This design comes from an exercise in tuning for small area, a short achievable clock period and few clock cycles per item on the open sky130 flow, not from production work.
Where RTL was checked, it was by simulation tests only, not by an equivalence proof against the original.
Only the layout flow was run in run 2; the RTL was not checked for function there.

## flow/design.v (module list and top-level ports; edited modules follow where they fit)
// module fadd_a: 47 lines
// module fadd_f: 25 lines
// module fadd_s: 39 lines
// module fnorm: 23 lines
// module fmul_core: 29 lines
// module mul24x24: 410 lines
// module lfo_cmul: 179 lines
// module lfo_idx: 35 lines
// module lfo_ss: 29 lines
// module lfo_sintab: 266 lines
// module lfo_tick: 279 lines
module lfo_tick (
    input  wire        clk,
    input  wire        rst,
    input  wire        cmd_valid,
    output wire        cmd_ready,
    input  wire [1:0]  cmd_op,
    input  wire [31:0] cmd_arg,
    input  wire [31:0] cmd_x0,
    input  wire [31:0] cmd_x1,
    output reg         res_valid,
    output reg  [31:0] res_y0,
    output reg  [31:0] res_y1,
    output reg  [31:0] res_mult,
    output reg  [31:0] res_sins,
    output reg  [31:0] res_phase
);
  // ...
==> flow/run.sh <==
#!/bin/bash
# synth_recipe.tcl (not shown) runs the flow's synth.tcl, then flattens the netlist and writes it again
# the make line also repeats each setting of config.mk as NAME=value (left out here)
make -C /OpenROAD-flow-scripts/flow DESIGN_CONFIG=/design/flow/config.mk WORK_HOME=/design/flow/orfs CLKGATE_MAP_FILE= SYNTH_SCRIPT=/design/flow/synth_recipe.tcl finish
==> flow/config.mk <==
export PLATFORM = sky130hd
export DESIGN_NAME = lfo_tick
export DESIGN_NICKNAME = lfo_tick
export VERILOG_FILES = /design/flow/design.v
export SDC_FILE = /design/flow/constraint.sdc
export NUM_CORES = 8
export LEC_CHECK = 0
export ABC_AREA = 1
export CAP_MARGIN = 20
export CORE_MARGIN = 2
export CORE_UTILIZATION = 30
export SLEW_MARGIN = 20
export SYNTH_MEMORY_MAX_BITS = 65536
==> flow/constraint.sdc <==
create_clock -name core_clock -period 24.0 [get_ports {clk}]
set_input_delay 4.8000 -clock core_clock [delete_from_list [all_inputs] [get_ports {clk}]]
set_output_delay 4.8000 -clock core_clock [all_outputs]
set_load 0.01 [all_outputs]
==> reports/qor.csv, run 1 <==
metric,value,unit
ClkCell Share,0.0332,
area occupied by multi-input gates,0.0966,mm2
RSZ-0062 raised after global routing,false,
CTS tree,built,
Buffers on Ports,261,
Netlist cell types,97,
largest area contributor in the netlist,dfxtp_1,
Layout area overhead,9.35,%
mux share of post-synthesis cell area,0.00231,
Reg2Reg Depth,72,
clock buffers created by TritonCTS,141,
clock-pin slew on the worst setup and hold paths,70,ps
CTS Hold Bufs,0,
"commonest non-fill, non-tap cell in the layout",nand2_1,
GP Congestion,1.01,
post-CTS sizing,0,
Finish-stage setup viols,0,
first-pass GRT wire length,798000,um
Pre-Repair DR Iteration Count,8,
Place WS,10990,ps
crit start category,register,
Fin Setup TNS,0,ps
multi-input gate share of the layout cell area,0.659,
CP endpoint,phase[26]$_SDFFE_PP0P_,
most used routing layer,met2,
"top cells by area, synth","dfxtp_1 (17%), nand2_1 (13%), fa_1 (13%), inv_1 (7.6%), xor2_1 (7.1%)",
asr flop ratio synth,0,
outcome,finished clean,
Testbench counts, summed over its fixed seeds: cycles 4,208, items 4,096.
==> module fadd_a, before the edit <==
module fadd_a (
    input  wire [31:0] a,
    input  wire [31:0] b,
    output wire [27:0] s,
    output wire [7:0]  el,
    output wire        sl,
    output wire        sr,
    output wire        sub,
    output wire        nan,
    output wire        inf,
    output wire        infs,
    output wire        zs
);
    wire a_max = &a[30:23];
    wire b_max = &b[30:23];
    wire a_fz  = ~(|a[22:0]);
    wire b_fz  = ~(|b[22:0]);
    wire a_nan = a_max & ~a_fz;
    wire b_nan = b_max & ~b_fz;
    wire a_inf = a_max & a_fz;
    wire b_inf = b_max & b_fz;
    assign nan  = a_nan | b_nan | (a_inf & b_inf & (a[31] ^ b[31]));
    assign inf  = a_inf | b_inf;
    assign infs = a_inf ? a[31] : b[31];
    assign zs   = a[31] & b[31];
    assign sub  = a[31] ^ b[31];
    wire        anz = |a[30:23];
    wire        bnz = |b[30:23];
    wire [7:0]  ea = {a[30:24], a[23] | ~anz};
    wire [7:0]  eb = {b[30:24], b[23] | ~bnz};
    wire [23:0] ma = {anz, a[22:0]};
    wire [23:0] mb = {bnz, b[22:0]};
    wire [8:0]  dab = {1'b0, ea} - {1'b0, eb};
    wire [8:0]  dba = {1'b0, eb} - {1'b0, ea};
    wire        bgt = dab[8];
    assign el = bgt ? eb : ea;
    assign sl = bgt ? b[31] : a[31];
    assign sr = bgt ? a[31] : b[31];
    wire [23:0] ml = bgt ? mb : ma;
    wire [23:0] mr = bgt ? ma : mb;
    wire [7:0]  d  = bgt ? dba[7:0] : dab[7:0];
    wire [4:0]  dc = (d > 8'd26) ? 5'd26 : d[4:0];
    wire [49:0] shr = {mr, 26'd0} >> dc;
    wire [27:0] av = {1'b0, ml, 3'b000};
    wire [27:0] bv = {1'b0, shr[49:24], |shr[23:0]};
    assign s = sub ? (av - bv) : (av + bv);
endmodule
==> module fmul_core, before the edit <==
module fmul_core (
    input  wire              s,
    input  wire signed [9:0] ea,
    input  wire [23:0]       ma,
    input  wire signed [9:0] eb,
    input  wire [23:0]       mb,
    output wire [31:0]       y
);
    wire [47:0] p;
    mul24x24 u_m (.a(ma), .b(mb), .p(p));
    wire               hi  = p[47];
    wire signed [10:0] e0  = ea + eb - 11'sd127;
    wire signed [10:0] ex  = hi ? (e0 + 11'sd1) : e0;
    wire [24:0]        mn  = hi ? p[47:23] : p[46:22];
    wire               st0 = hi ? (|p[22:0]) : (|p[21:0]);
    wire signed [10:0] shs = 11'sd1 - ex;
    wire               sub = (ex < 11'sd1);
    wire [4:0]         sh  = (shs > 11'sd26) ? 5'd26 : shs[4:0];
    wire [4:0]         shm = sub ? sh : 5'd0;
    wire [49:0]        w   = {mn, 25'd0} >> shm;
    wire [23:0]        mant = w[49:26];
    wire               g   = w[25];
    wire               stk = st0 | (|w[24:0]);
    wire               rnd = g & (stk | mant[0]);
    wire [7:0]         ef  = sub ? 8'd0 : ex[7:0];
    wire [30:0]        mag = {ef, mant[22:0]} + {30'd0, rnd};
    wire               ovf = (ex > 11'sd254);
    assign y = ovf ? {s, 8'hFF, 23'd0} : {s, mag};
endmodule
==> module lfo_idx, before the edit <==
module lfo_idx (
    input  wire [31:0] p,
    output wire [9:0]  idx,
    output wire        bad
);
    wire        nz = |p[30:23];
    wire [7:0]  e  = {p[30:24], p[23] | ~nz};
    wire [47:0] prod;
    lfo_cmul u_c (.a({nz, p[22:0]}), .p(prod));
    wire        hi  = prod[47];
    wire [23:0] tr  = hi ? prod[47:24] : prod[46:23];
    wire        g   = hi ? prod[23] : prod[22];
    wire        st  = hi ? (|prod[22:0]) : (|prod[21:0]);
    wire        rnd = g & (st | tr[0]);
    wire [24:0] t   = {1'b0, tr} + {24'd0, rnd};
    wire signed [9:0] sh = 10'sd143 - $signed({2'b00, e}) - $signed({9'd0, hi});
    wire signed [9:0] u  = sh + 10'sd10;
    reg  [9:0]  ilo;
    reg         frac;
    always @(*) begin
        if (u <= 10'sd0) begin
            ilo = 10'd0;
            frac = 1'b0;
        end else if (u >= 10'sd35) begin
            ilo = 10'd0;
            frac = (t != 25'd0);
        end else begin
            ilo = ({t, 10'd0} >> u[5:0]);
            frac = (sh > 10'sd0) && ((t & ~(25'h1FFFFFF << sh[4:0])) != 25'd0);
        end
    end
    assign idx = p[31] ? (10'd0 - ilo - {9'd0, frac}) : ilo;
    wire [8:0] te = {1'b0, e} + 9'd7 + {8'd0, hi} + {8'd0, t[24]};
    assign bad = (&p[30:23]) | (te >= 9'd255);
endmodule
==> module lfo_ss, before the edit <==
module lfo_ss (
    input  wire [9:0]  idx,
    input  wire        bad,
    output wire [31:0] ss
);
    wire [7:0]  r    = idx[7:0];
    wire        full = idx[8] & (r == 8'd0);           
    wire [7:0]  j    = idx[8] ? (8'd0 - r) : r;
    wire [30:0] q;
    lfo_sintab u_tab (.idx(j), .val(q));                 
    wire [23:0] pm  = {1'b1, q[30:8]};
    wire        prn = q[7] & ((|q[6:0]) | q[8]);
    wire [24:0] pr  = {1'b0, pm} + {24'd0, prn};
    wire [31:0] ssp = (full | pr[24]) ? 32'h3F800000 : {1'b0, 8'd126, pr[22:0]};
    wire [31:0] x = full ? 32'd0 : (32'h80000000 - {1'b0, q});
    reg  [4:0]  lz;
    integer i;
    always @(*) begin
        lz = 5'd0;
        for (i = 0; i < 32; i = i + 1)
            if (x[i]) lz = 31 - i;
    end
    wire [31:0] xn  = x << lz;
    wire        nrn = xn[7] & ((|xn[6:0]) | xn[8]);
    wire [24:0] nr  = {1'b0, xn[31:8]} + {24'd0, nrn};
    wire [7:0]  ne  = 8'd126 - {3'd0, lz} + {7'd0, nr[24]};
    wire [31:0] ssn = (x == 32'd0) ? 32'd0 : {1'b0, ne, nr[24] ? 23'd0 : nr[22:0]};
    assign ss = bad ? 32'h7FC00000 : (idx[9] ? ssn : ssp);
endmodule
==> inputs of run 2 (changes only) <==
--- a/flow/design.v
+++ b/flow/design.v
@@ -1,79 +1,95 @@
 module fadd_a (
     input  wire [31:0] a,
     input  wire [31:0] b,
     output wire [27:0] s,
+    output wire [23:0] ml,
+    output wire [25:0] ar,
+    output wire        st,
     output wire [7:0]  el,
     output wire        sl,
     output wire        sr,
     output wire        sub,
     output wire        nan,
     output wire        inf,
     output wire        infs,
     output wire        zs
 );
     wire a_max = &a[30:23];
     wire b_max = &b[30:23];
     wire a_fz  = ~(|a[22:0]);
     wire b_fz  = ~(|b[22:0]);
-    wire a_nan = a_max & ~a_fz;
-    wire b_nan = b_max & ~b_fz;
     wire a_inf = a_max & a_fz;
     wire b_inf = b_max & b_fz;
-    assign nan  = a_nan | b_nan | (a_inf & b_inf & (a[31] ^ b[31]));
+    assign nan  = (a_max & ~a_fz) | (b_max & ~b_fz) | (a_inf & b_inf & (a[31] ^ b[31]));
     assign inf  = a_inf | b_inf;
     assign infs = a_inf ? a[31] : b[31];
     assign zs   = a[31] & b[31];
     assign sub  = a[31] ^ b[31];
     wire        anz = |a[30:23];
     wire        bnz = |b[30:23];
     wire [7:0]  ea = {a[30:24], a[23] | ~anz};
     wire [7:0]  eb = {b[30:24], b[23] | ~bnz};
     wire [23:0] ma = {anz, a[22:0]};
     wire [23:0] mb = {bnz, b[22:0]};
     wire [8:0]  dab = {1'b0, ea} - {1'b0, eb};
     wire [8:0]  dba = {1'b0, eb} - {1'b0, ea};
     wire        bgt = dab[8];
     assign el = bgt ? eb : ea;
     assign sl = bgt ? b[31] : a[31];
     assign sr = bgt ? a[31] : b[31];
-    wire [23:0] ml = bgt ? mb : ma;
+    assign ml = bgt ? mb : ma;
     wire [23:0] mr = bgt ? ma : mb;
     wire [7:0]  d  = bgt ? dba[7:0] : dab[7:0];
     wire [4:0]  dc = (d > 8'd26) ? 5'd26 : d[4:0];
-    wire [49:0] shr = {mr, 26'd0} >> dc;
+    assign ar = {mr, 2'b00} >> dc;
+    wire [4:0]  dl = (dc > 5'd2) ? (dc - 5'd2) : 5'd0;
+    assign st = |(mr & ~(24'hFFFFFF << dl));
     wire [27:0] av = {1'b0, ml, 3'b000};
-    wire [27:0] bv = {1'b0, shr[49:24], |shr[23:0]};
+    wire [27:0] bv = {1'b0, ar, st};
     assign s = sub ? (av - bv) : (av + bv);
 endmodule
-module fadd_f (
-    input  wire [27:0] s,
+module fadd_fc (
+    input  wire [23:0] ml,
+    input  wire [25:0] ar,
+    input  wire        st,
     input  wire [7:0]  el,
     input  wire        sl,
     input  wire        nan,
     input  wire        inf,
     input  wire        infs,
     output wire [31:0] y,
-    output wire [30:0] pre,
-    output wire        rnd
+    output wire        ge
 );
-    wire        co   = s[27];
-    wire [23:0] mant = co ? s[27:4] : s[26:3];
-    wire        g    = co ? s[3] : s[2];
-    wire        st   = co ? (|s[2:0]) : (|s[1:0]);
-    wire [7:0]  ef   = co ? (el + 8'd1) : (mant[23] ? el : 8'd0);
-    assign pre = {ef, mant[22:0]};
-    assign rnd = g & (st | mant[0]);
-    wire [30:0] mag = pre + {30'd0, rnd};
-    wire        ovf = co & (el == 8'd254);
+    localparam [30:0] TWO_PI_M = 31'h40C90FDB;
+    wire [23:0] bi = ar[25:2];
+    wire        g  = ar[1];
+    wire        r  = ar[0];
+    wire [25:0] s0 = {2'b00, ml} + {2'b00, bi};
+    wire [25:0] s1 = {2'b00, ml} + {2'b00, bi} + 26'd1;
+    wire [25:0] s2 = {2'b00, ml} + {2'b00, bi} + 26'd2;
+    wire        co = s0[24];
+    wire        rnd0 = g & (r | st | s0[0]);
+    wire        rnd1 = s0[0] & (g | r | st | s0[1]);
+    wire [7:0]  el1 = el + 8'd1;
+    wire [7:0]  el2 = el + 8'd2;
+    wire [30:0] p00 = {s0[23] ? el : 8'd0, s0[22:0]};
+    wire [30:0] p01 = s1[24] ? {el1, 23'd0} : {s1[23] ? el : 8'd0, s1[22:0]};
+    wire [30:0] p10 = {el1, s0[23:1]};
+    wire [30:0] p11 = s2[25] ? {el2, 23'd0} : {el1, s2[23:1]};
+    wire [30:0] mag = co ? (rnd1 ? p11 : p10) : (rnd0 ? p01 : p00);
+    wire        ovf = (&mag[30:23]) | (co & (el == 8'd254));
     assign y = nan ? 32'h7FC00000 :
                inf ? {infs, 8'hFF, 23'd0} :
                ovf ? {sl, 8'hFF, 23'd0} :
                {sl, mag};
+    wire ge0 = (p00 >= TWO_PI_M) | ((p00 == TWO_PI_M - 31'd1) & rnd0);
+    wire ge1 = (p10 >= TWO_PI_M) | ((p10 == TWO_PI_M - 31'd1) & rnd1);
+    assign ge = ~nan & ~sl & (inf | (co ? ge1 : ge0));
 endmodule
 module fadd_s (
     input  wire [27:0] s,
     input  wire [7:0]  el,
     input  wire        sl,
     input  wire        sr,
     input  wire        sub,
     input  wire        nan,
@@ -137,34 +153,37 @@
     input  wire signed [9:0] ea,
     input  wire [23:0]       ma,
     input  wire signed [9:0] eb,
     input  wire [23:0]       mb,
     output wire [31:0]       y
 );
     wire [47:0] p;
     mul24x24 u_m (.a(ma), .b(mb), .p(p));
-    wire               hi  = p[47];
-    wire signed [10:0] e0  = ea + eb - 11'sd127;
-    wire signed [10:0] ex  = hi ? (e0 + 11'sd1) : e0;
-    wire [24:0]        mn  = hi ? p[47:23] : p[46:22];
-    wire               st0 = hi ? (|p[22:0]) : (|p[21:0]);
-    wire signed [10:0] shs = 11'sd1 - ex;
-    wire               sub = (ex < 11'sd1);
-    wire [4:0]         sh  = (shs > 11'sd26) ? 5'd26 : shs[4:0];
-    wire [4:0]         shm = sub ? sh : 5'd0;
-    wire [49:0]        w   = {mn, 25'd0} >> shm;
-    wire [23:0]        mant = w[49:26];
-    wire               g   = w[25];
-    wire               stk = st0 | (|w[24:0]);
-    wire               rnd = g & (stk | mant[0]);
-    wire [7:0]         ef  = sub ? 8'd0 : ex[7:0];
-    wire [30:0]        mag = {ef, mant[22:0]} + {30'd0, rnd};
-    wire               ovf = (ex > 11'sd254);
-    assign y = ovf ? {s, 8'hFF, 23'd0} : {s, mag};
+    wire signed [10:0] e0 = ea + eb - 11'sd127;
+    wire [7:0]  e0l = e0[7:0];
+    wire [7:0]  e0h = e0[7:0] + 8'd1;
+    wire [23:0] mh  = p[47:24];
+    wire        rh  = p[23] & ((|p[22:0]) | mh[0]);
+    wire [30:0] nh  = {e0h, mh[22:0]} + {30'd0, rh};
+    wire [23:0] mlo = p[46:23];
+    wire        rl  = p[22] & ((|p[21:0]) | mlo[0]);
+    wire [30:0] nl  = {e0l, mlo[22:0]} + {30'd0, rl};
+    wire        ovh = (e0 >= 11'sd254);
+    wire        ovl = (e0 >= 11'sd255);
+    wire [4:0]  k   = (e0 < -11'sd25) ? 5'd26 : (5'd0 - e0[4:0]);
+    wire [25:0] wv  = p[47:22];
+    wire [25:0] ws  = wv >> k;
+    wire        sts = ws[0] | (|(wv & ~(26'h3FFFFFF << k))) | (|p[21:0]);
+    wire        rs  = ws[1] & (sts | ws[2]);
+    wire [30:0] ns  = {7'd0, ws[25:2]} + {30'd0, rs};
+    wire        sb  = (e0 < 11'sd1);
+    assign y = sb ? {s, ns} :
+               p[47] ? (ovh ? {s, 8'hFF, 23'd0} : {s, nh}) :
+                       (ovl ? {s, 8'hFF, 23'd0} : {s, nl});
 endmodule
 module mul24x24(input [23:0] a, input [23:0] b, output [47:0] p);
   wire [27:0] bx = {3'd0, b, 1'b0};
   wire [25:0] ax = {1'b0, a, 1'b0};
   wire one0 = bx[1] ^ bx[0];
   wire two0 = (bx[2] & ~bx[1] & ~bx[0]) | (~bx[2] & bx[1] & bx[0]);
   wire neg0 = bx[2];
   wire nneg0 = ~bx[2];
@@ -747,17 +766,18 @@
   assign {c342, s341} = a[22] + 1'b1 + c264;
   assign {c344, s343} = a[23] + 1'b1;
   wire [47:0] r0 = {1'b1, c342, c340, c338, c336, c334, c332, c330, c328, c326, c324, c322, c320, c318, c316, c314, c312, c310, c308, c306, c304, c302, c300, c298, c296, c294, c292, c290, c288, c286, c284, c282, c280, c278, c276, c274, c272, c270, c268, c266, s189, a[4], a[3], a[2], a[1], a[0], na[1], na[0]};
   wire [47:0] r1 = {c344, s343, s341, s339, s337, s335, s333, s331, s329, s327, s325, s323, s321, s319, s317, s315, s313, s311, s309, s307, s305, s303, s301, s299, s297, s295, s293, s291, s289, s287, s285, s283, s281, s279, s277, s275, s273, s271, s269, s267, s265, na[6], na[5], na[4], na[3], na[2], 1'b0, 1'b1};
   assign p = r0 + r1;
 endmodule
 module lfo_idx (
     input  wire [31:0] p,
-    output wire [9:0]  idx,
+    output wire [9:0]  n,
+    output wire        neg,
     output wire        bad
 );
     wire        nz = |p[30:23];
     wire [7:0]  e  = {p[30:24], p[23] | ~nz};
     wire [47:0] prod;
     lfo_cmul u_c (.a({nz, p[22:0]}), .p(prod));
     wire        hi  = prod[47];
     wire [23:0] tr  = hi ? prod[47:24] : prod[46:23];
@@ -776,312 +796,309 @@
         end else if (u >= 10'sd35) begin
             ilo = 10'd0;
             frac = (t != 25'd0);
         end else begin
             ilo = ({t, 10'd0} >> u[5:0]);
             frac = (sh > 10'sd0) && ((t & ~(25'h1FFFFFF << sh[4:0])) != 25'd0);
         end
     end
-    assign idx = p[31] ? (10'd0 - ilo - {9'd0, frac}) : ilo;
+    assign neg = p[31];
+    assign n   = ilo + {9'd0, p[31] & frac};
     wire [8:0] te = {1'b0, e} + 9'd7 + {8'd0, hi} + {8'd0, t[24]};
     assign bad = (&p[30:23]) | (te >= 9'd255);
 endmodule
 module lfo_ss (
-    input  wire [9:0]  idx,
+    input  wire [9:0]  n,
+    input  wire        neg,
     input  wire        bad,
     output wire [31:0] ss
 );
-    wire [7:0]  r    = idx[7:0];
-    wire        full = idx[8] & (r == 8'd0);           
-    wire [7:0]  j    = idx[8] ? (8'd0 - r) : r;
+    wire [7:0]  r    = n[7:0];
+    wire        full = n[8] & (r == 8'd0);           
+    wire [7:0]  j    = n[8] ? (8'd0 - r) : r;
     wire [30:0] q;
-    lfo_sintab u_tab (.idx(j), .val(q));                 
+    wire [4:0]  qlz;
+    lfo_sintab u_tab (.idx(j), .val(q), .lz(qlz));   
     wire [23:0] pm  = {1'b1, q[30:8]};
     wire        prn = q[7] & ((|q[6:0]) | q[8]);
     wire [24:0] pr  = {1'b0, pm} + {24'd0, prn};
     wire [31:0] ssp = (full | pr[24]) ? 32'h3F800000 : {1'b0, 8'd126, pr[22:0]};
-    wire [31:0] x = full ? 32'd0 : (32'h80000000 - {1'b0, q});
-    reg  [4:0]  lz;
-    integer i;
-    always @(*) begin
-        lz = 5'd0;
-        for (i = 0; i < 32; i = i + 1)
-            if (x[i]) lz = 31 - i;
-    end
-    wire [31:0] xn  = x << lz;
+    wire [31:0] x   = 32'h80000000 - {1'b0, q};
+    wire [31:0] xn  = x << qlz;
     wire        nrn = xn[7] & ((|xn[6:0]) | xn[8]);
     wire [24:0] nr  = {1'b0, xn[31:8]} + {24'd0, nrn};
-    wire [7:0]  ne  = 8'd126 - {3'd0, lz} + {7'd0, nr[24]};
-    wire [31:0] ssn = (x == 32'd0) ? 32'd0 : {1'b0, ne, nr[24] ? 23'd0 : nr[22:0]};
-    assign ss = bad ? 32'h7FC00000 : (idx[9] ? ssn : ssp);
+    wire [7:0]  ne  = 8'd126 - {3'd0, qlz} + {7'd0, nr[24]};
+    wire [31:0] ssn = full ? 32'd0 : {1'b0, ne, nr[24] ? 23'd0 : nr[22:0]};
+    assign ss = bad ? 32'h7FC00000 : ((n[9] ^ neg) ? ssn : ssp);
 endmodule
 module lfo_sintab (
     input  wire [7:0]  idx,
-    output reg  [30:0] val
+    output reg  [30:0] val,
+    output reg  [4:0]  lz
 );
     always @(*) begin
         case (idx)
-            8'd0: val = 31'h00000000;
-            8'd1: val = 31'h00C90F88;
-            8'd2: val = 31'h01921D20;
-            8'd3: val = 31'h025B26D8;
-            8'd4: val = 31'h03242AC0;
-            8'd5: val = 31'h03ED26E8;
-            8'd6: val = 31'h04B61960;
-            8'd7: val = 31'h057F0038;
-            8'd8: val = 31'h0647D980;
-            8'd9: val = 31'h0710A348;
-            8'd10: val = 31'h07D95BA0;
-            8'd11: val = 31'h08A200A0;
-            8'd12: val = 31'h096A9050;
-            8'd13: val = 31'h0A3308C0;
-            8'd14: val = 31'h0AFB6800;
-            8'd15: val = 31'h0BC3AC30;
-            8'd16: val = 31'h0C8BD360;
-            8'd17: val = 31'h0D53DB90;
-            8'd18: val = 31'h0E1BC2E0;
-            8'd19: val = 31'h0EE38760;
-            8'd20: val = 31'h0FAB2730;
-            8'd21: val = 31'h1072A040;
-            8'd22: val = 31'h1139F0C0;
-            8'd23: val = 31'h120116E0;
-            8'd24: val = 31'h12C81060;
-            8'd25: val = 31'h138EDBC0;
-            8'd26: val = 31'h145576C0;
-            8'd27: val = 31'h151BDF80;
-            8'd28: val = 31'h15E21440;
-            8'd29: val = 31'h16A81300;
-            8'd30: val = 31'h176DD9E0;
-            8'd31: val = 31'h183366E0;
-            8'd32: val = 31'h18F8B840;
-            8'd33: val = 31'h19BDCC00;
-            8'd34: val = 31'h1A82A020;
-            8'd35: val = 31'h1B4732E0;
-            8'd36: val = 31'h1C0B8260;
-            8'd37: val = 31'h1CCF8CC0;
-            8'd38: val = 31'h1D934FE0;
-            8'd39: val = 31'h1E56CA20;
-            8'd40: val = 31'h1F19F980;
-            8'd41: val = 31'h1FDCDC20;
-            8'd42: val = 31'h209F7000;
-            8'd43: val = 31'h2161B380;
-            8'd44: val = 31'h2223A4C0;
-            8'd45: val = 31'h22E541C0;
-            8'd46: val = 31'h23A68880;
-            8'd47: val = 31'h24677740;
-            8'd48: val = 31'h25280C40;
-            8'd49: val = 31'h25E845C0;
-            8'd50: val = 31'h26A82180;
-            8'd51: val = 31'h27679E00;
-            8'd52: val = 31'h2826B940;
-            8'd53: val = 31'h28E57140;
-            8'd54: val = 31'h29A3C480;
-            8'd55: val = 31'h2A61B100;
-            8'd56: val = 31'h2B1F3500;
-            8'd57: val = 31'h2BDC4E80;
-            8'd58: val = 31'h2C98FBC0;
-            8'd59: val = 31'h2D553B00;
-            8'd60: val = 31'h2E110A80;
-            8'd61: val = 31'h2ECC6800;
-            8'd62: val = 31'h2F875280;
-            8'd63: val = 31'h3041C780;
-            8'd64: val = 31'h30FBC540;
-            8'd65: val = 31'h31B54A40;
-            8'd66: val = 31'h326E54C0;
-            8'd67: val = 31'h3326E2C0;
-            8'd68: val = 31'h33DEF280;
-            8'd69: val = 31'h34968240;
-            8'd70: val = 31'h354D9040;
-            8'd71: val = 31'h36041AC0;
-            8'd72: val = 31'h36BA2000;
-            8'd73: val = 31'h376F9E40;
-            8'd74: val = 31'h382493C0;
-            8'd75: val = 31'h38D8FE80;
-            8'd76: val = 31'h398CDD40;
-            8'd77: val = 31'h3A402DC0;
-            8'd78: val = 31'h3AF2EEC0;
-            8'd79: val = 31'h3BA51E40;
-            8'd80: val = 31'h3C56BA80;
-            8'd81: val = 31'h3D07C1C0;
-            8'd82: val = 31'h3DB832C0;
-            8'd83: val = 31'h3E680B40;
-            8'd84: val = 31'h3F1749C0;
-            8'd85: val = 31'h3FC5EC80;
-            8'd86: val = 31'h4073F200;
-            8'd87: val = 31'h41215880;
-            8'd88: val = 31'h41CE1E80;
-            8'd89: val = 31'h427A4200;
-            8'd90: val = 31'h4325C100;
-            8'd91: val = 31'h43D09B00;
-            8'd92: val = 31'h447ACD80;
-            8'd93: val = 31'h45245680;
-            8'd94: val = 31'h45CD3580;
-            8'd95: val = 31'h46756800;
-            8'd96: val = 31'h471CED00;
-            8'd97: val = 31'h47C3C200;
-            8'd98: val = 31'h4869E680;
-            8'd99: val = 31'h490F5800;
-            8'd100: val = 31'h49B41500;
-            8'd101: val = 31'h4A581C80;
-            8'd102: val = 31'h4AFB6C80;
-            8'd103: val = 31'h4B9E0380;
-            8'd104: val = 31'h4C3FE000;
-            8'd105: val = 31'h4CE10000;
-            8'd106: val = 31'h4D816300;
-            8'd107: val = 31'h4E210600;
-            8'd108: val = 31'h4EBFE880;
-            8'd109: val = 31'h4F5E0900;
-            8'd110: val = 31'h4FFB6580;
-            8'd111: val = 31'h5097FC80;
-            8'd112: val = 31'h5133CC80;
-            8'd113: val = 31'h51CED480;
-            8'd114: val = 31'h52691280;
-            8'd115: val = 31'h53028500;
-            8'd116: val = 31'h539B2B00;
-            8'd117: val = 31'h54330280;
-            8'd118: val = 31'h54CA0A80;
-            8'd119: val = 31'h55604100;
-            8'd120: val = 31'h55F5A500;
-            8'd121: val = 31'h568A3480;
-            8'd122: val = 31'h571DEF00;
-            8'd123: val = 31'h57B0D280;
-            8'd124: val = 31'h5842DD80;
-            8'd125: val = 31'h58D40E80;
-            8'd126: val = 31'h59646480;
-            8'd127: val = 31'h59F3DE00;
-            8'd128: val = 31'h5A827980;
-            8'd129: val = 31'h5B103600;
-            8'd130: val = 31'h5B9D1180;
-            8'd131: val = 31'h5C290B00;
-            8'd132: val = 31'h5CB42100;
-            8'd133: val = 31'h5D3E5200;
-            8'd134: val = 31'h5DC79D80;
-            8'd135: val = 31'h5E500180;
-            8'd136: val = 31'h5ED77C80;
-            8'd137: val = 31'h5F5E0D80;
-            8'd138: val = 31'h5FE3B380;
-            8'd139: val = 31'h60686D00;
-            8'd140: val = 31'h60EC3800;
-            8'd141: val = 31'h616F1480;
-            8'd142: val = 31'h61F10000;
-            8'd143: val = 31'h6271FA80;
-            8'd144: val = 31'h62F20180;
-            8'd145: val = 31'h63711500;
-            8'd146: val = 31'h63EF3280;
-            8'd147: val = 31'h646C5980;
-            8'd148: val = 31'h64E88900;
-            8'd149: val = 31'h6563BF80;
-            8'd150: val = 31'h65DDFC00;
-            8'd151: val = 31'h66573C80;
-            8'd152: val = 31'h66CF8100;
-            8'd153: val = 31'h6746C800;
-            8'd154: val = 31'h67BD0F80;
-            8'd155: val = 31'h68325780;
-            8'd156: val = 31'h68A69E80;
-            8'd157: val = 31'h6919E300;
-            8'd158: val = 31'h698C2480;
-            8'd159: val = 31'h69FD6180;
-            8'd160: val = 31'h6A6D9880;
-            8'd161: val = 31'h6ADCC980;
-            8'd162: val = 31'h6B4AF280;
-            8'd163: val = 31'h6BB81300;
-            8'd164: val = 31'h6C242980;
-            8'd165: val = 31'h6C8F3500;
-            8'd166: val = 31'h6CF93500;
-            8'd167: val = 31'h6D622800;
-            8'd168: val = 31'h6DCA0D00;
-            8'd169: val = 31'h6E30E380;
-            8'd170: val = 31'h6E96A980;
-            8'd171: val = 31'h6EFB5F00;
-            8'd172: val = 31'h6F5F0280;
-            8'd173: val = 31'h6FC19380;
-            8'd174: val = 31'h70231080;
-            8'd175: val = 31'h70837900;
-            8'd176: val = 31'h70E2CC00;
-            8'd177: val = 31'h71410800;
-            8'd178: val = 31'h719E2D00;
-            8'd179: val = 31'h71FA3980;
-            8'd180: val = 31'h72552C80;
-            8'd181: val = 31'h72AF0580;
-            8'd182: val = 31'h7307C400;
-            8'd183: val = 31'h735F6600;
-            8'd184: val = 31'h73B5EC00;
-            8'd185: val = 31'h740B5400;
-            8'd186: val = 31'h745F9E00;
-            8'd187: val = 31'h74B2C880;
-            8'd188: val = 31'h7504D380;
-            8'd189: val = 31'h7555BD80;
-            8'd190: val = 31'h75A58600;
-            8'd191: val = 31'h75F42C00;
-            8'd192: val = 31'h7641AF00;
-            8'd193: val = 31'h768E0E80;
-            8'd194: val = 31'h76D94980;
-            8'd195: val = 31'h77235F00;
-            8'd196: val = 31'h776C4F00;
-            8'd197: val = 31'h77B41800;
-            8'd198: val = 31'h77FAB980;
-            8'd199: val = 31'h78403300;
-            8'd200: val = 31'h78848400;
-            8'd201: val = 31'h78C7AB80;
-            8'd202: val = 31'h7909A900;
-            8'd203: val = 31'h794A7C00;
-            8'd204: val = 31'h798A2380;
-            8'd205: val = 31'h79C89F80;
-            8'd206: val = 31'h7A05EE80;
-            8'd207: val = 31'h7A421100;
-            8'd208: val = 31'h7A7D0580;
-            8'd209: val = 31'h7AB6CB80;
-            8'd210: val = 31'h7AEF6300;
-            8'd211: val = 31'h7B26CB80;
-            8'd212: val = 31'h7B5D0380;
-            8'd213: val = 31'h7B920B80;
-            8'd214: val = 31'h7BC5E280;
-            8'd215: val = 31'h7BF88800;
-            8'd216: val = 31'h7C29FC00;
-            8'd217: val = 31'h7C5A3D80;
-            8'd218: val = 31'h7C894C00;
-            8'd219: val = 31'h7CB72700;
-            8'd220: val = 31'h7CE3CE80;
-            8'd221: val = 31'h7D0F4200;
-            8'd222: val = 31'h7D398100;
-            8'd223: val = 31'h7D628B00;
-            8'd224: val = 31'h7D8A5F00;
-            8'd225: val = 31'h7DB0FE00;
-            8'd226: val = 31'h7DD66680;
-            8'd227: val = 31'h7DFA9880;
-            8'd228: val = 31'h7E1D9400;
-            8'd229: val = 31'h7E3F5800;
-            8'd230: val = 31'h7E5FE480;
-            8'd231: val = 31'h7E7F3980;
-            8'd232: val = 31'h7E9D5600;
-            8'd233: val = 31'h7EBA3A00;
-            8'd234: val = 31'h7ED5E600;
-            8'd235: val = 31'h7EF05880;
-            8'd236: val = 31'h7F099200;
-            8'd237: val = 31'h7F219180;
-            8'd238: val = 31'h7F385800;
-            8'd239: val = 31'h7F4DE480;
-            8'd240: val = 31'h7F623680;
-            8'd241: val = 31'h7F754E80;
-            8'd242: val = 31'h7F872C00;
-            8'd243: val = 31'h7F97CE80;
-            8'd244: val = 31'h7FA73680;
-            8'd245: val = 31'h7FB56380;
-            8'd246: val = 31'h7FC25580;
-            8'd247: val = 31'h7FCE0C00;
-            8'd248: val = 31'h7FD88780;
-            8'd249: val = 31'h7FE1C780;
-            8'd250: val = 31'h7FE9CB80;
-            8'd251: val = 31'h7FF09480;
-            8'd252: val = 31'h7FF62180;
-            8'd253: val = 31'h7FFA7300;
-            8'd254: val = 31'h7FFD8880;
-            8'd255: val = 31'h7FFF6200;
-            default: val = 31'h0;
+            8'd0: begin val = 31'h00000000; lz = 5'd0; end
+            8'd1: begin val = 31'h00C90F88; lz = 5'd1; end
+            8'd2: begin val = 31'h01921D20; lz = 5'd1; end
+            8'd3: begin val = 31'h025B26D8; lz = 5'd1; end
+            8'd4: begin val = 31'h03242AC0; lz = 5'd1; end
+            8'd5: begin val = 31'h03ED26E8; lz = 5'd1; end
+            8'd6: begin val = 31'h04B61960; lz = 5'd1; end
+            8'd7: begin val = 31'h057F0038; lz = 5'd1; end
+            8'd8: begin val = 31'h0647D980; lz = 5'd1; end
+            8'd9: begin val = 31'h0710A348; lz = 5'd1; end
+            8'd10: begin val = 31'h07D95BA0; lz = 5'd1; end
+            8'd11: begin val = 31'h08A200A0; lz = 5'd1; end
+            8'd12: begin val = 31'h096A9050; lz = 5'd1; end
+            8'd13: begin val = 31'h0A3308C0; lz = 5'd1; end
+            8'd14: begin val = 31'h0AFB6800; lz = 5'd1; end
+            8'd15: begin val = 31'h0BC3AC30; lz = 5'd1; end
+            8'd16: begin val = 31'h0C8BD360; lz = 5'd1; end
+            8'd17: begin val = 31'h0D53DB90; lz = 5'd1; end
+            8'd18: begin val = 31'h0E1BC2E0; lz = 5'd1; end
+            8'd19: begin val = 31'h0EE38760; lz = 5'd1; end
+            8'd20: begin val = 31'h0FAB2730; lz = 5'd1; end
+            8'd21: begin val = 31'h1072A040; lz = 5'd1; end
+            8'd22: begin val = 31'h1139F0C0; lz = 5'd1; end
+            8'd23: begin val = 31'h120116E0; lz = 5'd1; end
+            8'd24: begin val = 31'h12C81060; lz = 5'd1; end
+            8'd25: begin val = 31'h138EDBC0; lz = 5'd1; end
+            8'd26: begin val = 31'h145576C0; lz = 5'd1; end
+            8'd27: begin val = 31'h151BDF80; lz = 5'd1; end
+            8'd28: begin val = 31'h15E21440; lz = 5'd1; end
+            8'd29: begin val = 31'h16A81300; lz = 5'd1; end
+            8'd30: begin val = 31'h176DD9E0; lz = 5'd1; end
+            8'd31: begin val = 31'h183366E0; lz = 5'd1; end
+            8'd32: begin val = 31'h18F8B840; lz = 5'd1; end
+            8'd33: begin val = 31'h19BDCC00; lz = 5'd1; end
+            8'd34: begin val = 31'h1A82A020; lz = 5'd1; end
+            8'd35: begin val = 31'h1B4732E0; lz = 5'd1; end
+            8'd36: begin val = 31'h1C0B8260; lz = 5'd1; end
+            8'd37: begin val = 31'h1CCF8CC0; lz = 5'd1; end
+            8'd38: begin val = 31'h1D934FE0; lz = 5'd1; end
+            8'd39: begin val = 31'h1E56CA20; lz = 5'd1; end
+            8'd40: begin val = 31'h1F19F980; lz = 5'd1; end
+            8'd41: begin val = 31'h1FDCDC20; lz = 5'd1; end
+            8'd42: begin val = 31'h209F7000; lz = 5'd1; end
+            8'd43: begin val = 31'h2161B380; lz = 5'd1; end
+            8'd44: begin val = 31'h2223A4C0; lz = 5'd1; end
+            8'd45: begin val = 31'h22E541C0; lz = 5'd1; end
+            8'd46: begin val = 31'h23A68880; lz = 5'd1; end
+            8'd47: begin val = 31'h24677740; lz = 5'd1; end
+            8'd48: begin val = 31'h25280C40; lz = 5'd1; end
+            8'd49: begin val = 31'h25E845C0; lz = 5'd1; end
+            8'd50: begin val = 31'h26A82180; lz = 5'd1; end
+            8'd51: begin val = 31'h27679E00; lz = 5'd1; end
+            8'd52: begin val = 31'h2826B940; lz = 5'd1; end
+            8'd53: begin val = 31'h28E57140; lz = 5'd1; end
+            8'd54: begin val = 31'h29A3C480; lz = 5'd1; end
+            8'd55: begin val = 31'h2A61B100; lz = 5'd1; end
+            8'd56: begin val = 31'h2B1F3500; lz = 5'd1; end
+            8'd57: begin val = 31'h2BDC4E80; lz = 5'd1; end
+            8'd58: begin val = 31'h2C98FBC0; lz = 5'd1; end
+            8'd59: begin val = 31'h2D553B00; lz = 5'd1; end
+            8'd60: begin val = 31'h2E110A80; lz = 5'd1; end
+            8'd61: begin val = 31'h2ECC6800; lz = 5'd1; end
+            8'd62: begin val = 31'h2F875280; lz = 5'd1; end
+            8'd63: begin val = 31'h3041C780; lz = 5'd1; end
+            8'd64: begin val = 31'h30FBC540; lz = 5'd1; end
+            8'd65: begin val = 31'h31B54A40; lz = 5'd1; end
+            8'd66: begin val = 31'h326E54C0; lz = 5'd1; end
+            8'd67: begin val = 31'h3326E2C0; lz = 5'd1; end
+            8'd68: begin val = 31'h33DEF280; lz = 5'd1; end
+            8'd69: begin val = 31'h34968240; lz = 5'd1; end
+            8'd70: begin val = 31'h354D9040; lz = 5'd1; end
+            8'd71: begin val = 31'h36041AC0; lz = 5'd1; end
+            8'd72: begin val = 31'h36BA2000; lz = 5'd1; end
+            8'd73: begin val = 31'h376F9E40; lz = 5'd1; end
+            8'd74: begin val = 31'h382493C0; lz = 5'd1; end
+            8'd75: begin val = 31'h38D8FE80; lz = 5'd1; end
+            8'd76: begin val = 31'h398CDD40; lz = 5'd1; end
+            8'd77: begin val = 31'h3A402DC0; lz = 5'd1; end
+            8'd78: begin val = 31'h3AF2EEC0; lz = 5'd1; end
+            8'd79: begin val = 31'h3BA51E40; lz = 5'd1; end
+            8'd80: begin val = 31'h3C56BA80; lz = 5'd1; end
+            8'd81: begin val = 31'h3D07C1C0; lz = 5'd1; end
+            8'd82: begin val = 31'h3DB832C0; lz = 5'd1; end
+            8'd83: begin val = 31'h3E680B40; lz = 5'd1; end
+            8'd84: begin val = 31'h3F1749C0; lz = 5'd1; end
+            8'd85: begin val = 31'h3FC5EC80; lz = 5'd1; end
+            8'd86: begin val = 31'h4073F200; lz = 5'd2; end
+            8'd87: begin val = 31'h41215880; lz = 5'd2; end
+            8'd88: begin val = 31'h41CE1E80; lz = 5'd2; end
+            8'd89: begin val = 31'h427A4200; lz = 5'd2; end
+            8'd90: begin val = 31'h4325C100; lz = 5'd2; end
+            8'd91: begin val = 31'h43D09B00; lz = 5'd2; end
+            8'd92: begin val = 31'h447ACD80; lz = 5'd2; end
+            8'd93: begin val = 31'h45245680; lz = 5'd2; end
+            8'd94: begin val = 31'h45CD3580; lz = 5'd2; end
+            8'd95: begin val = 31'h46756800; lz = 5'd2; end
+            8'd96: begin val = 31'h471CED00; lz = 5'd2; end
+            8'd97: begin val = 31'h47C3C200; lz = 5'd2; end
+            8'd98: begin val = 31'h4869E680; lz = 5'd2; end
+            8'd99: begin val = 31'h490F5800; lz = 5'd2; end
+            8'd100: begin val = 31'h49B41500; lz = 5'd2; end
+            8'd101: begin val = 31'h4A581C80; lz = 5'd2; end
+            8'd102: begin val = 31'h4AFB6C80; lz = 5'd2; end
+            8'd103: begin val = 31'h4B9E0380; lz = 5'd2; end
+            8'd104: begin val = 31'h4C3FE000; lz = 5'd2; end
+            8'd105: begin val = 31'h4CE10000; lz = 5'd2; end
+            8'd106: begin val = 31'h4D816300; lz = 5'd2; end
+            8'd107: begin val = 31'h4E210600; lz = 5'd2; end
+            8'd108: begin val = 31'h4EBFE880; lz = 5'd2; end
+            8'd109: begin val = 31'h4F5E0900; lz = 5'd2; end
+            8'd110: begin val = 31'h4FFB6580; lz = 5'd2; end
+            8'd111: begin val = 31'h5097FC80; lz = 5'd2; end
+            8'd112: begin val = 31'h5133CC80; lz = 5'd2; end
+            8'd113: begin val = 31'h51CED480; lz = 5'd2; end
+            8'd114: begin val = 31'h52691280; lz = 5'd2; end
+            8'd115: begin val = 31'h53028500; lz = 5'd2; end
+            8'd116: begin val = 31'h539B2B00; lz = 5'd2; end
+            8'd117: begin val = 31'h54330280; lz = 5'd2; end
+            8'd118: begin val = 31'h54CA0A80; lz = 5'd2; end
+            8'd119: begin val = 31'h55604100; lz = 5'd2; end
+            8'd120: begin val = 31'h55F5A500; lz = 5'd2; end
+            8'd121: begin val = 31'h568A3480; lz = 5'd2; end
+            8'd122: begin val = 31'h571DEF00; lz = 5'd2; end
+            8'd123: begin val = 31'h57B0D280; lz = 5'd2; end
+            8'd124: begin val = 31'h5842DD80; lz = 5'd2; end
+            8'd125: begin val = 31'h58D40E80; lz = 5'd2; end
+            8'd126: begin val = 31'h59646480; lz = 5'd2; end
+            8'd127: begin val = 31'h59F3DE00; lz = 5'd2; end
+            8'd128: begin val = 31'h5A827980; lz = 5'd2; end
+            8'd129: begin val = 31'h5B103600; lz = 5'd2; end
+            8'd130: begin val = 31'h5B9D1180; lz = 5'd2; end
+            8'd131: begin val = 31'h5C290B00; lz = 5'd2; end
+            8'd132: begin val = 31'h5CB42100; lz = 5'd2; end
+            8'd133: begin val = 31'h5D3E5200; lz = 5'd2; end
+            8'd134: begin val = 31'h5DC79D80; lz = 5'd2; end
+            8'd135: begin val = 31'h5E500180; lz = 5'd2; end
+            8'd136: begin val = 31'h5ED77C80; lz = 5'd2; end
+            8'd137: begin val = 31'h5F5E0D80; lz = 5'd2; end
+            8'd138: begin val = 31'h5FE3B380; lz = 5'd2; end
+            8'd139: begin val = 31'h60686D00; lz = 5'd3; end
+            8'd140: begin val = 31'h60EC3800; lz = 5'd3; end
+            8'd141: begin val = 31'h616F1480; lz = 5'd3; end
+            8'd142: begin val = 31'h61F10000; lz = 5'd3; end
+            8'd143: begin val = 31'h6271FA80; lz = 5'd3; end
+            8'd144: begin val = 31'h62F20180; lz = 5'd3; end
+            8'd145: begin val = 31'h63711500; lz = 5'd3; end
+            8'd146: begin val = 31'h63EF3280; lz = 5'd3; end
+            8'd147: begin val = 31'h646C5980; lz = 5'd3; end
+            8'd148: begin val = 31'h64E88900; lz = 5'd3; end
+            8'd149: begin val = 31'h6563BF80; lz = 5'd3; end
+            8'd150: begin val = 31'h65DDFC00; lz = 5'd3; end
+            8'd151: begin val = 31'h66573C80; lz = 5'd3; end
+            8'd152: begin val = 31'h66CF8100; lz = 5'd3; end
+            8'd153: begin val = 31'h6746C800; lz = 5'd3; end
+            8'd154: begin val = 31'h67BD0F80; lz = 5'd3; end
+            8'd155: begin val = 31'h68325780; lz = 5'd3; end
+            8'd156: begin val = 31'h68A69E80; lz = 5'd3; end
+            8'd157: begin val = 31'h6919E300; lz = 5'd3; end
+            8'd158: begin val = 31'h698C2480; lz = 5'd3; end
+            8'd159: begin val = 31'h69FD6180; lz = 5'd3; end
+            8'd160: begin val = 31'h6A6D9880; lz = 5'd3; end
+            8'd161: begin val = 31'h6ADCC980; lz = 5'd3; end
+            8'd162: begin val = 31'h6B4AF280; lz = 5'd3; end
+            8'd163: begin val = 31'h6BB81300; lz = 5'd3; end
+            8'd164: begin val = 31'h6C242980; lz = 5'd3; end
+            8'd165: begin val = 31'h6C8F3500; lz = 5'd3; end
+            8'd166: begin val = 31'h6CF93500; lz = 5'd3; end
+            8'd167: begin val = 31'h6D622800; lz = 5'd3; end
+            8'd168: begin val = 31'h6DCA0D00; lz = 5'd3; end
+            8'd169: begin val = 31'h6E30E380; lz = 5'd3; end
+            8'd170: begin val = 31'h6E96A980; lz = 5'd3; end
+            8'd171: begin val = 31'h6EFB5F00; lz = 5'd3; end
+            8'd172: begin val = 31'h6F5F0280; lz = 5'd3; end
+            8'd173: begin val = 31'h6FC19380; lz = 5'd3; end
+            8'd174: begin val = 31'h70231080; lz = 5'd4; end
+            8'd175: begin val = 31'h70837900; lz = 5'd4; end
+            8'd176: begin val = 31'h70E2CC00; lz = 5'd4; end
+            8'd177: begin val = 31'h71410800; lz = 5'd4; end
+            8'd178: begin val = 31'h719E2D00; lz = 5'd4; end
+            8'd179: begin val = 31'h71FA3980; lz = 5'd4; end
+            8'd180: begin val = 31'h72552C80; lz = 5'd4; end
+            8'd181: begin val = 31'h72AF0580; lz = 5'd4; end
+            8'd182: begin val = 31'h7307C400; lz = 5'd4; end
+            8'd183: begin val = 31'h735F6600; lz = 5'd4; end
+            8'd184: begin val = 31'h73B5EC00; lz = 5'd4; end
+            8'd185: begin val = 31'h740B5400; lz = 5'd4; end
+            8'd186: begin val = 31'h745F9E00; lz = 5'd4; end
+            8'd187: begin val = 31'h74B2C880; lz = 5'd4; end
+            8'd188: begin val = 31'h7504D380; lz = 5'd4; end
+            8'd189: begin val = 31'h7555BD80; lz = 5'd4; end
+            8'd190: begin val = 31'h75A58600; lz = 5'd4; end
+            8'd191: begin val = 31'h75F42C00; lz = 5'd4; end
+            8'd192: begin val = 31'h7641AF00; lz = 5'd4; end
+            8'd193: begin val = 31'h768E0E80; lz = 5'd4; end
+            8'd194: begin val = 31'h76D94980; lz = 5'd4; end
+            8'd195: begin val = 31'h77235F00; lz = 5'd4; end
+            8'd196: begin val = 31'h776C4F00; lz = 5'd4; end
+            8'd197: begin val = 31'h77B41800; lz = 5'd4; end
+            8'd198: begin val = 31'h77FAB980; lz = 5'd4; end
+            8'd199: begin val = 31'h78403300; lz = 5'd5; end
+            8'd200: begin val = 31'h78848400; lz = 5'd5; end
+            8'd201: begin val = 31'h78C7AB80; lz = 5'd5; end
+            8'd202: begin val = 31'h7909A900; lz = 5'd5; end
+            8'd203: begin val = 31'h794A7C00; lz = 5'd5; end
+            8'd204: begin val = 31'h798A2380; lz = 5'd5; end
+            8'd205: begin val = 31'h79C89F80; lz = 5'd5; end
+            8'd206: begin val = 31'h7A05EE80; lz = 5'd5; end
+            8'd207: begin val = 31'h7A421100; lz = 5'd5; end
+            8'd208: begin val = 31'h7A7D0580; lz = 5'd5; end
+            8'd209: begin val = 31'h7AB6CB80; lz = 5'd5; end
+            8'd210: begin val = 31'h7AEF6300; lz = 5'd5; end
+            8'd211: begin val = 31'h7B26CB80; lz = 5'd5; end
+            8'd212: begin val = 31'h7B5D0380; lz = 5'd5; end
+            8'd213: begin val = 31'h7B920B80; lz = 5'd5; end
+            8'd214: begin val = 31'h7BC5E280; lz = 5'd5; end
+            8'd215: begin val = 31'h7BF88800; lz = 5'd5; end
+            8'd216: begin val = 31'h7C29FC00; lz = 5'd6; end
+            8'd217: begin val = 31'h7C5A3D80; lz = 5'd6; end
+            8'd218: begin val = 31'h7C894C00; lz = 5'd6; end
+            8'd219: begin val = 31'h7CB72700; lz = 5'd6; end
+            8'd220: begin val = 31'h7CE3CE80; lz = 5'd6; end
+            8'd221: begin val = 31'h7D0F4200; lz = 5'd6; end
+            8'd222: begin val = 31'h7D398100; lz = 5'd6; end
+            8'd223: begin val = 31'h7D628B00; lz = 5'd6; end
+            8'd224: begin val = 31'h7D8A5F00; lz = 5'd6; end
+            8'd225: begin val = 31'h7DB0FE00; lz = 5'd6; end
+            8'd226: begin val = 31'h7DD66680; lz = 5'd6; end
+            8'd227: begin val = 31'h7DFA9880; lz = 5'd6; end
+            8'd228: begin val = 31'h7E1D9400; lz = 5'd7; end
+            8'd229: begin val = 31'h7E3F5800; lz = 5'd7; end
+            8'd230: begin val = 31'h7E5FE480; lz = 5'd7; end
+            8'd231: begin val = 31'h7E7F3980; lz = 5'd7; end
+            8'd232: begin val = 31'h7E9D5600; lz = 5'd7; end
+            8'd233: begin val = 31'h7EBA3A00; lz = 5'd7; end
+            8'd234: begin val = 31'h7ED5E600; lz = 5'd7; end
+            8'd235: begin val = 31'h7EF05880; lz = 5'd7; end
+            8'd236: begin val = 31'h7F099200; lz = 5'd8; end
+            8'd237: begin val = 31'h7F219180; lz = 5'd8; end
+            8'd238: begin val = 31'h7F385800; lz = 5'd8; end
+            8'd239: begin val = 31'h7F4DE480; lz = 5'd8; end
+            8'd240: begin val = 31'h7F623680; lz = 5'd8; end
+            8'd241: begin val = 31'h7F754E80; lz = 5'd8; end
+            8'd242: begin val = 31'h7F872C00; lz = 5'd9; end
+            8'd243: begin val = 31'h7F97CE80; lz = 5'd9; end
+            8'd244: begin val = 31'h7FA73680; lz = 5'd9; end
+            8'd245: begin val = 31'h7FB56380; lz = 5'd9; end
+            8'd246: begin val = 31'h7FC25580; lz = 5'd10; end
+            8'd247: begin val = 31'h7FCE0C00; lz = 5'd10; end
+            8'd248: begin val = 31'h7FD88780; lz = 5'd10; end
+            8'd249: begin val = 31'h7FE1C780; lz = 5'd11; end
+            8'd250: begin val = 31'h7FE9CB80; lz = 5'd11; end
+            8'd251: begin val = 31'h7FF09480; lz = 5'd12; end
+            8'd252: begin val = 31'h7FF62180; lz = 5'd12; end
+            8'd253: begin val = 31'h7FFA7300; lz = 5'd13; end
+            8'd254: begin val = 31'h7FFD8880; lz = 5'd14; end
+            8'd255: begin val = 31'h7FFF6200; lz = 5'd16; end
+            default: begin val = 31'h0; lz = 5'd0; end
         endcase
     end
 endmodule
 module lfo_tick (
     input  wire        clk,
     input  wire        rst,
     input  wire        cmd_valid,
     output wire        cmd_ready,
@@ -1104,32 +1121,31 @@
     localparam [30:0] TWO_PI_M   = 31'h40C90FDB;
     localparam [31:0] QNAN       = 32'h7FC00000;
     localparam [1:0] P_IDLE = 2'd0;    
     localparam [1:0] P_FIN1 = 2'd1;    
     localparam [1:0] P_WRAP = 2'd2;    
     localparam [1:0] P_FIN2 = 2'd3;    
     reg  [1:0]  pst;
     reg  [31:0] phase, pinc;
+    reg  [31:0] opb;       
     assign cmd_ready = (pst == P_IDLE);
-    wire acc  = cmd_valid & (pst == P_IDLE);
-    wire tick = acc & (cmd_op == OP_TICK);
-    wire [31:0] pb = (pst == P_WRAP) ? NEG_TWO_PI : pinc;
+    wire tick = cmd_valid & (pst == P_IDLE) & (cmd_op == OP_TICK);
     wire [27:0] pa_s;
+    wire [23:0] pa_ml;
+    wire [25:0] pa_ar;
     wire [7:0]  pa_el;
-    wire        pa_sl, pa_sr, pa_sub, pa_nan, pa_inf, pa_infs, pa_zs;
-    fadd_a u_pa (.a(phase), .b(pb), .s(pa_s), .el(pa_el), .sl(pa_sl), .sr(pa_sr),
-                 .sub(pa_sub), .nan(pa_nan), .inf(pa_inf), .infs(pa_infs), .zs(pa_zs));
+    wire        pa_st, pa_sl, pa_sr, pa_sub, pa_nan, pa_inf, pa_infs, pa_zs;
+    fadd_a u_pa (.a(phase), .b(opb), .s(pa_s), .ml(pa_ml), .ar(pa_ar), .st(pa_st), .el(pa_el),
+                 .sl(pa_sl), .sr(pa_sr), .sub(pa_sub), .nan(pa_nan), .inf(pa_inf), .infs(pa_infs),
+                 .zs(pa_zs));
     wire [31:0] pf_y;
-    wire [30:0] pf_pre;
-    wire        pf_rnd;
-    fadd_f u_pf (.s(pa_s), .el(pa_el), .sl(pa_sl), .nan(pa_nan), .inf(pa_inf),
-                 .infs(pa_infs), .y(pf_y), .pre(pf_pre), .rnd(pf_rnd));
-    wire pf_nw = ~pa_nan & ~pa_sl &
-                 (pa_inf | (pf_pre >= TWO_PI_M) | ((pf_pre == TWO_PI_M - 31'd1) & pf_rnd));
+    wire        pf_nw;     
+    fadd_fc u_pf (.ml(pa_ml), .ar(pa_ar), .st(pa_st), .el(pa_el), .sl(pa_sl), .nan(pa_nan),
+                  .inf(pa_inf), .infs(pa_infs), .y(pf_y), .ge(pf_nw));
     reg  [27:0] sv_s;
     reg  [7:0]  sv_el;
     reg         sv_sl, sv_sr, sv_sub, sv_nan, sv_inf, sv_infs, sv_zs;
     always @(posedge clk) begin
         sv_s    <= pa_s;
         sv_el   <= pa_el;
         sv_sl   <= pa_sl;
         sv_sr   <= pa_sr;
@@ -1138,50 +1154,62 @@
         sv_inf  <= pa_inf;
         sv_infs <= pa_infs;
         sv_zs   <= pa_zs;
     end
     wire [31:0] ps_y;
     fadd_s u_ps (.s(sv_s), .el(sv_el), .sl(sv_sl), .sr(sv_sr), .sub(sv_sub), .nan(sv_nan),
                  .inf(sv_inf), .infs(sv_infs), .zs(sv_zs), .y(ps_y));
     wire ps_nw = ~ps_y[31] & (ps_y[30:0] >= TWO_PI_M) & ~((&ps_y[30:23]) & (|ps_y[22:0]));
+    reg [1:0]  pst_n;
+    reg [31:0] phase_n, pinc_n;
+    always @(*) begin
+        pst_n   = pst;
+        phase_n = phase;
+        pinc_n  = pinc;
+        case (pst)
+            P_IDLE: begin
+                if (cmd_valid) begin
+                    case (cmd_op)
+                        OP_TICK: begin
+                            if (!pa_sub) begin
+                                phase_n = pf_y;
+                                pst_n   = pf_nw ? P_WRAP : P_IDLE;
+                            end else begin
+                                pst_n   = P_FIN1;
+                            end
+                        end
+                        OP_PINC:  pinc_n  = cmd_arg;
+                        OP_PHASE: phase_n = cmd_arg;
+                        default: ;
+                    endcase
+                end
+            end
+            P_FIN1: begin
+                phase_n = ps_y;
+                pst_n   = ps_nw ? P_WRAP : P_IDLE;
+            end
+            P_WRAP: pst_n = P_FIN2;
+            default: begin
+                phase_n = ps_y;
+                pst_n   = P_IDLE;
+            end
+        endcase
+    end
     always @(posedge clk) begin
         if (rst) begin
             pst   <= P_IDLE;
             phase <= 32'h00000000;
             pinc  <= 32'h00000000;
+            opb   <= 32'h00000000;
         end else begin
-            case (pst)
-                P_IDLE: begin
-                    if (cmd_valid) begin
-                        case (cmd_op)
-                            OP_TICK: begin
-                                if (!pa_sub) begin
-                                    phase <= pf_y;
-                                    pst   <= pf_nw ? P_WRAP : P_IDLE;
-                                end else begin
-                                    pst   <= P_FIN1;
-                                end
-                            end
-                            OP_PINC:  pinc  <= cmd_arg;
-                            OP_PHASE: phase <= cmd_arg;
-                            default: ;
-                        endcase
-                    end
-                end
-                P_FIN1: begin
-                    phase <= ps_y;
-                    pst   <= ps_nw ? P_WRAP : P_IDLE;
-                end
-                P_WRAP: pst <= P_FIN2;
-                default: begin
-                    phase <= ps_y;
-                    pst   <= P_IDLE;
-                end
-            endcase
+            pst   <= pst_n;
+            phase <= phase_n;
+            pinc  <= pinc_n;
+            opb   <= (pst_n == P_WRAP) ? NEG_TWO_PI : pinc_n;
         end
     end
     reg [31:0] h1, h2, h3, h4;
     always @(posedge clk) begin
         h1 <= phase;
         h2 <= h1;
         h3 <= h2;
         h4 <= h3;
@@ -1193,33 +1221,34 @@
             res_valid <= 1'b0;
         end else begin
             v1 <= tick; v2 <= v1; v3 <= v2; v4 <= v3; v5 <= v4;
             res_valid <= v5;
         end
     end
     reg s1, s2, s3, s4, s5;
     reg r1, r2, r3, r4, r5;
-    wire [9:0] idx_w;
-    wire       bad_w;
-    lfo_idx u_idx (.p(phase), .idx(idx_w), .bad(bad_w));
+    wire [9:0] n_w;
+    wire       neg_w, bad_w;
+    lfo_idx u_idx (.p(phase), .n(n_w), .neg(neg_w), .bad(bad_w));
     reg [31:0] g1, x01, x11;
-    reg [9:0]  idx1;
-    reg        bad1;
+    reg [9:0]  n1;
+    reg        neg1, bad1;
     always @(posedge clk) begin
         g1   <= cmd_arg;
         x01  <= cmd_x0;
         x11  <= cmd_x1;
-        idx1 <= idx_w;
+        n1   <= n_w;
+        neg1 <= neg_w;
         bad1 <= bad_w;
         s1   <= pa_sub;
         r1   <= ~pa_sub & pf_nw;
     end
     wire [31:0] ss_w;
-    lfo_ss u_ss (.idx(idx1), .bad(bad1), .ss(ss_w));
+    lfo_ss u_ss (.n(n1), .neg(neg1), .bad(bad1), .ss(ss_w));
     wire signed [9:0] ge_w;
     wire [23:0] gm_w;
     wire        gnan_w, ginf_w, gzero_w;
     fnorm u_gn (.a(g1), .e(ge_w), .m(gm_w), .nan(gnan_w), .inf(ginf_w), .zero(gzero_w));
     wire [27:0] oa_s;
     wire [7:0]  oa_el;
     wire        oa_sl, oa_sr, oa_sub, oa_nan, oa_inf, oa_infs, oa_zs;
     fadd_a u_oa (.a(ONE_F), .b({~g1[31], g1[30:0]}), .s(oa_s), .el(oa_el), .sl(oa_sl),
==> flow/flow/run.sh (new file) <==
#!/bin/bash
set -euo pipefail
MARGIN=$(cat flow/margin.txt)
bash standard.sh SETUP_SLACK_MARGIN=$MARGIN finish > layout.log 2>&1
==> flow/flow/margin.txt (new file) <==
13
==> flow/standard.sh (new file) <==
#!/bin/bash
# synth_recipe.tcl (not shown) runs the flow's synth.tcl, then flattens the netlist and writes it again
# the make line also repeats each setting of config.mk as NAME=value (left out here)
make -C /OpenROAD-flow-scripts/flow DESIGN_CONFIG=/design/flow/config.mk WORK_HOME=/design/flow/orfs CLKGATE_MAP_FILE= SYNTH_SCRIPT=/design/flow/synth_recipe.tcl "${@:-finish}"
removed: flow/run.sh
==> reports/qor.csv, run 2 <==
metric,value,unit,change
initial core utilization,0.301,,
CTS sink cnt,1155,,
Synth Cell Area,0.136,mm2,
Commonest cells post-synth,"nand2_1 (4151), inv_1 (3071), nor2_1 (1891)",,
Layout area overhead,11.0,%,
Hold Path Sink,ss5[11]$_DFF_P_,,
post-route clock period utilization,0.434,,
most common cell in the netlist,nand2_1,,
crit start category,register,,
layout cells sized above 1,0.0545,,
Pre-Repair DR Iteration Count,6,,-2
Critical Path Slowest Stage Cell,buf_4,,
worst reg2reg path endpoint,res_y1[10]$_SDFF_PP0_,,
Core Area,0.452,mm2,
wire per inst,22.1,um,
"Core Util, Final",0.334,,
register bit total from synthesis,1155,,
"EDFF count, synth",0,,
Vias,142000,,
worst endpoint required time,24830,ps,
clock latency on the worst-skew pair,930,ps,
vias in the first global route,136000,,
"top cells by area, synth","dfxtp_1 (17%), fa_1 (13%), nand2_1 (11%), inv_1 (8.5%), xor2_1 (7.8%)",,
WS Path Type,reg2reg,,
Final Hold Fails,0,,
Die Area,0.459,mm2,
DR iter-0 viols,14400,,
Die W,677,um,
GP Congestion,1.01,,+0.83%
hold depth,0,,
max frequency,96.1,MHz,
Placed Instances,26100,,
die height,677,um,
Synth Area per Inst,6.62,um2,
R2R setup slack,13590,ps,
"Seq/Total Area, Yosys",0.170,,
area occupied by multi-input gates,0.0978,mm2,+1.2%
initial antenna violation count,24,,
Vias/cell,5.35,,
post-synthesis cell count,20600,,
slew at the pin with the worst max-slew slack,1300,ps,
Max Root-Sink Buffers,4,,
Total GRT Usage,0.244,,
IO Pins,263,,
worst r2r src,m5[17]$_SDFF_PP0_,,
Fillers,49500,,
Final min period,10410,ps,
"commonest non-fill, non-tap cells in the layout","nand2_1 (4139), inv_1 (3053), nor2_1 (1858), o21ai_0 (1468), xor2_1 (1208)",,
asr flop ratio synth,0,,unchanged
largest net degree at the start of global routing,119,,
clock-pin slew on the worst setup and hold paths,70,ps,about the same
row cnt,247,,
Synth top area share,0.170,,
drt total wl,585000,um,
clock buffers created by TritonCTS,146,,+3.5%
first-pass GRT wire length,868000,um,+8.7%
Synth Flop Type,dfxtp_1,,
Setup crit end kind,register,,
Rel. slew slack,0.124,,
Reg2Reg Depth,38,,-47%
Finish-stage setup viols,0,,unchanged
DRC Markers,0,,
Arrival @ worst endpoint,11240,ps,
Fin Setup TNS,0,ps,unchanged
root buf cell,clkbuf_16,,
register area,0.0231,mm2,
post-DP HPWL,450000,um,
most used cell along the critical path,nand2_1,,
Buffers on Ports,261,,unchanged
hold path startpoint,ss4[11]$_DFF_P_,,
Netlist cell types,94,,-3.1%
Worst path max stage delay,620,ps,
Final ANT Viol Nets,0,,
largest area contributor in the netlist,dfxtp_1,,
"commonest non-fill, non-tap cell in the layout",nand2_1,,
CTS tree,built,,
Final nets,22000,,
CTS Hold Bufs,0,,unchanged
Max Cap Viol,0,,
number of H-tree levels,4,,
CP Max Fanout,41,,
RSZ-0062 raised after global routing,false,,
warning count from the yosys run,5,,
Clock Skews,100,ps,
hold crit path type,reg2reg,,
outcome,finished clean,,
Finished Layout Cells,26500,,
Pins Over Slew Limit,0,,
GRT overflow,0,,
[run 2: worst max-delay path by stage]
stage                           startpoint                endpoint  slack [ps]  depth (start not counted)
global placement    phase[27]$_SDFFE_PP0P_   phase[4]$_SDFFE_PP0P_        9840                         70
detailed placement  phase[27]$_SDFFE_PP0P_   phase[8]$_SDFFE_PP0P_        9780                         70
CTS                 phase[27]$_SDFFE_PP0P_   phase[8]$_SDFFE_PP0P_       12990                         64
floorplan           phase[27]$_SDFFE_PP0P_           n1[8]$_DFF_P_       14570                         50
global route        phase[28]$_SDFFE_PP0P_  phase[16]$_SDFFE_PP0P_       12970                         74
finish                   m5[17]$_SDFF_PP0_   res_y1[10]$_SDFF_PP0_       13590                         38
[run 2: area by class of cell]
class	instances	share of cell area
Timing Repair inverter	5	0.000215
Tap cell	5976	0.0495
Inverter	3247	0.0812
Clock buffer	178	0.0266
Timing Repair Buffer	581	0.0340
Antenna cell	27	0.000447
Sequential cell	1155	0.153
Clock inverter	80	0.00727
Multi-Input combinational cell	15300	0.647
[run 2: timing repair]
action                                  CTS  global route
buffers inserted                          6            40
pin swaps                                 4            26
gates cloned                              6            14
resized for setup                        40           132
endpoints found under the setup margin   77           107
[run 2: cell families after synthesis]
kind of cell | Yosys count | share of synthesized area
buffers and inverters | 4163 | 0.117
AO/OA/AOI/OAI | 4255 | 0.182
AND/OR/NAND/NOR | 8028 | 0.248
adder cells (fa/ha/maj) | 1553 | 0.192
other | 2 | 0.0000552
XOR/XNOR | 1339 | 0.0868
multiplexers | 61 | 0.00449
flip-flops | 1155 | 0.170
[run 2: layer usage]
| layer | up-vias | share of wire | global-route usage |
|---|---|---|---|
| met5 | - | 0.00015 | 0 |
| met4 | 12 | 0.059 | 0.124 |
| met3 | 1437 | 0.077 | 0.0386 |
| met2 | 6555 | 0.45 | 0.396 |
| met1 | 67000 | 0.41 | 0.313 |
| li1 | 66700 | - | - |
[run 2: metrics by stage]
stage	cell area [um2]	hold WS, ps	worst slack, ps
global placement	145000	310	9840
CTS	150000	311	12990
floorplan	136000	310	14570
detailed placement	145000	312	9780
global route	151000	318	12970
finish	151000	314	13590
[run 2: critical path, delay by kind of cell (launching register included)]
family	cells	cell delay [ps]
flip-flops	1	590
XOR/XNOR	2	540
buffers and inverters	5	1250
adder cells (fa/ha/maj)	7	3040
AND/OR/NAND/NOR	12	1820
AO/OA/AOI/OAI	12	3090

==> afterwards: timing with drivers on the ports <==
Ports are ideal in the flow. The routed layouts listed here were re-timed in OpenROAD. Step 1 assumes that a clkbuf_16 drives the clock port and a buf_2 every other input. Step 2 moves the port delays by t, midway between the first and last clock arrival at a register: inputs arrive t later, outputs are due t later. That takes back most of the time a late clock gives input paths. a / b / c = ideal / step 1 / step 2; a / b = the first two.
run | t (ns) | slack for setup (ns) | worst slew at a driven data input, ns
run 1 | 0.950 | 10.489 / 10.489 / 10.489 | 0.13
run 2 | 0.994 | 13.594 / 13.594 / 13.594 | 0.10
After both steps setup and hold are still met in every run listed.
